Context: an optimization exercise on an open-source flow, tuned for small area. The choices shown serve that exercise and are no tape-out recipe. Only simulation tests tie the RTL to the original design; equivalence was not proved. No activity file was given, so power comes from the tool's default toggle rates.

==> 05-04: inputs <==
==> flow/design.v (excerpt) <==
module ufla_core (
    input  wire        clk,
    input  wire        rst,           
    output wire        imem_re,       
    output wire [15:0] imem_addr,
    input  wire [31:0] imem_rdata,
    output wire        dmem_re,       
    output wire        dmem_we,       
    output wire [15:0] dmem_addr,
    output wire [31:0] dmem_wdata,
    input  wire [31:0] dmem_rdata,
    input  wire [4:0]  dbg_raddr,
    output wire [31:0] dbg_rdata,
    output wire [16:0] pc,
    output wire [3:0]  flags,         
    output wire        halted,
    output wire        draining,
    output wire        fault_valid,
    output wire [2:0]  fault_cause,   
    output wire [32:0] fault_addr
);
    localparam [4:0] C_ADD = 5'd0,  C_SUB = 5'd1,  C_XOR = 5'd2,  C_OR   = 5'd3,
                     C_AND = 5'd4,  C_ZERO = 5'd5, C_SHL = 5'd6,  C_ASR  = 5'd7,
                     C_LSR = 5'd8,  C_LCLH = 5'd9, C_LCLL = 5'd10, C_LW  = 5'd11,
                     C_SW  = 5'd12, C_JAL = 5'd13, C_JR  = 5'd14, C_BEQ  = 5'd15,
                     C_BNE = 5'd16, C_J   = 5'd17, C_NOP = 5'd18;
    reg [16:0] pc_q;
    reg [3:0]  flags_q;
    reg        halted_q;
    reg        fault_valid_q;
    reg [2:0]  fault_cause_q;
    reg        ifid_v;
    reg [7:0]  ifid_op;
    reg [23:0] ifid_w;
    reg        idex_v;
    reg [4:0]  idex_cls;
    reg        idex_lcl;
    reg [23:0] idex_w;
    reg        exm_v;
    reg        exm_ld, exm_st;
    reg [4:0]  exm_dest;
    reg [32:0] exm_x;         
  ...
clock: 12.0 ns
lec_check: 0
cap_margin: 10
core_margin: 2
core_utilization: 40
place_density: 0.55
slew_margin: 10
synth_hierarchical: 1
standard.sh (not shown) runs the stock make flow with config.mk's settings and CLKGATE_MAP_FILE= SYNTH_SCRIPT=/design/flow/synth_recipe.tcl, a recipe that flattens the netlist after the stock synthesis.
==> flow/flow/run.sh <==
#!/bin/bash
# Layout flow: the standard flow (standard.sh: ORFS synthesis, floorplan,
# placement, CTS, routing, finish), unchanged except for two arguments:
#  - CTS builds the clock tree from clkbuf_16 cells, in sink clusters of up
#    to 18 flip-flops and 80 um, without dummy loads at
#    the leaves;
#  - the input and output ports are buffered with sky130_fd_sc_hd__buf_1
#    (every port still gets its own buffer).
# standard.sh's full output goes to standard.log; ORFS keeps each tool's own
# log under orfs/logs/.
set -eo pipefail
export CTS_ARGS="-sink_clustering_enable -repair_clock_nets -dont_use_dummy_load -buf_list sky130_fd_sc_hd__clkbuf_16 -sink_clustering_size 18 -sink_clustering_max_diameter 80"
export BUFFER_PORTS_ARGS="-buffer_cell sky130_fd_sc_hd__buf_1"
bash standard.sh > standard.log 2>&1
==> inputs of 02-17, as changes to 05-04 <==
==> flow/flow/run.sh (replaced) <==
#!/bin/bash
# Layout flow: the standard flow (standard.sh: ORFS synthesis, floorplan,
# placement, CTS, routing, finish), unchanged except for two arguments:
#  - CTS builds the clock tree from clkbuf_8 cells, without dummy loads at
#    the leaves;
#  - the input and output ports are buffered with sky130_fd_sc_hd__buf_1
#    (every port still gets its own buffer).
# standard.sh's full output goes to standard.log; ORFS keeps each tool's own
# log under orfs/logs/.
set -eo pipefail
export CTS_ARGS="-sink_clustering_enable -repair_clock_nets -dont_use_dummy_load -buf_list sky130_fd_sc_hd__clkbuf_8"
export BUFFER_PORTS_ARGS="-buffer_cell sky130_fd_sc_hd__buf_1"
bash standard.sh > standard.log 2>&1
==> inputs of 04-26, as changes to 05-04 <==
==> flow/flow/run.sh (replaced) <==
#!/bin/bash
# Layout flow: the standard flow (standard.sh: ORFS synthesis, floorplan,
# placement, CTS, routing, finish), unchanged except for two arguments:
#  - CTS builds the clock tree without dummy loads at the leaves;
#  - the input and output ports are buffered with sky130_fd_sc_hd__buf_1
#    (every port still gets its own buffer).
# standard.sh's full output goes to standard.log; ORFS keeps each tool's own
# log under orfs/logs/.
set -eo pipefail
export CTS_ARGS="-sink_clustering_enable -repair_clock_nets -dont_use_dummy_load"
export BUFFER_PORTS_ARGS="-buffer_cell sky130_fd_sc_hd__buf_1"
bash standard.sh > standard.log 2>&1
Settings changed: CAP_MARGIN 10 to 20, CTS_BUF_LIST set to sky130_fd_sc_hd__clkbuf_8, PLACE_DENSITY 0.55 to 0.6, SLEW_MARGIN 10 to 20.
==> run notes <==
Cell count, highest first: 02-17, 04-26, 05-04.
Of 05-04 and 02-17, 02-17 has the higher hold slack (gap 7.1 ps).
Register-to-register slack: 04-26 is worse than 02-17 (40 ps).
Critical path depth: 02-17 is lower than 05-04 (18).
In 05-04 the cell area is lower than in 02-17, by about 1%.
The lowest clock power belongs to 05-04, the highest to 04-26.
The highest worst setup slack belongs to 05-04, the lowest to 02-17.
Via count: 05-04 < 02-17 < 04-26.
In 05-04 the sequential share of layout area is higher than in 02-17, by 0.49 points.
==> figures <==
	05-04	04-26	02-17
Status	no timing/DRC/antenna violations	no timing/DRC/antenna violations	no timing/DRC/antenna violations
Power density relative to cell area	141 nW/um^2	151 nW/um^2	145 nW/um^2
Clock latency reported for the late side of the worst-skew pair	740 ps	800 ps	980 ps
CTS clock-pin slew for the worst setup and hold paths	80 ps	60 ps	50 ps
Instance area after placement	64600 sq um	64700 sq um	64600 sq um
Internal reg-to-reg setup slack	520 ps	410 ps	450 ps
Initial antenna violation count	53	33	60
Worst setup margin	524 ps	415 ps	404 ps
Layout buffering overhead excluding clock cells	4.02%	4.17%	3.99%
Endpoint of the lowest-slack register-to-register path	flags_q[3]	flags_q[3]	flags_q[0]
Routed length on met3	47400 um	53000 um	47900 um
Clock skew after layout	112 ps	75.2 ps	125 ps
Actual slew at the worst max-slew pin	1320 ps	1290 ps	1360 ps
Peak supply drop	0.105 mV	0.151 mV	0.0881 mV
Largest fanout on the critical path	30	31	15
Final cell utilization of the core	44.7%	45.5%	45.1%
Min-Delay Endpoint	mwb_dest[0]	idex_w[22]	idex_w[21]
Time the final worst path needs with I/O delays and setup	11480 ps	11590 ps	11600 ps
Total clock buffers created by CTS	85	132	200

## afterwards: timing with drivers on the ports
No port has a modelled driver above. Below, the same layouts with a new extraction and two added sets of constraints. Step 1 assumes that a clkbuf_16 drives the clock port and a buf_2 every other input. Step 2, shift: input delay + t, output delay - t, t = (earliest + latest rising clock arrival at the registers) / 2. This alone moves slack from input paths to output paths. Slacks: no drivers / after step 1 / after step 2; pairs: no drivers / after step 1.
run	shift t [ns]	slack for setup (ns)	clock arrival spread, ns	pins driven straight from the clock port
05-04	0.777	0.524 / 0.500 / 0.524	0.129 / 0.130	1
02-17	0.993	0.404 / 0.320 / 0.451	0.136 / 0.136	1
04-26	0.850	0.415 / 0.415 / 0.415	0.075 / 0.075	1
After both steps every run listed still meets setup and hold.
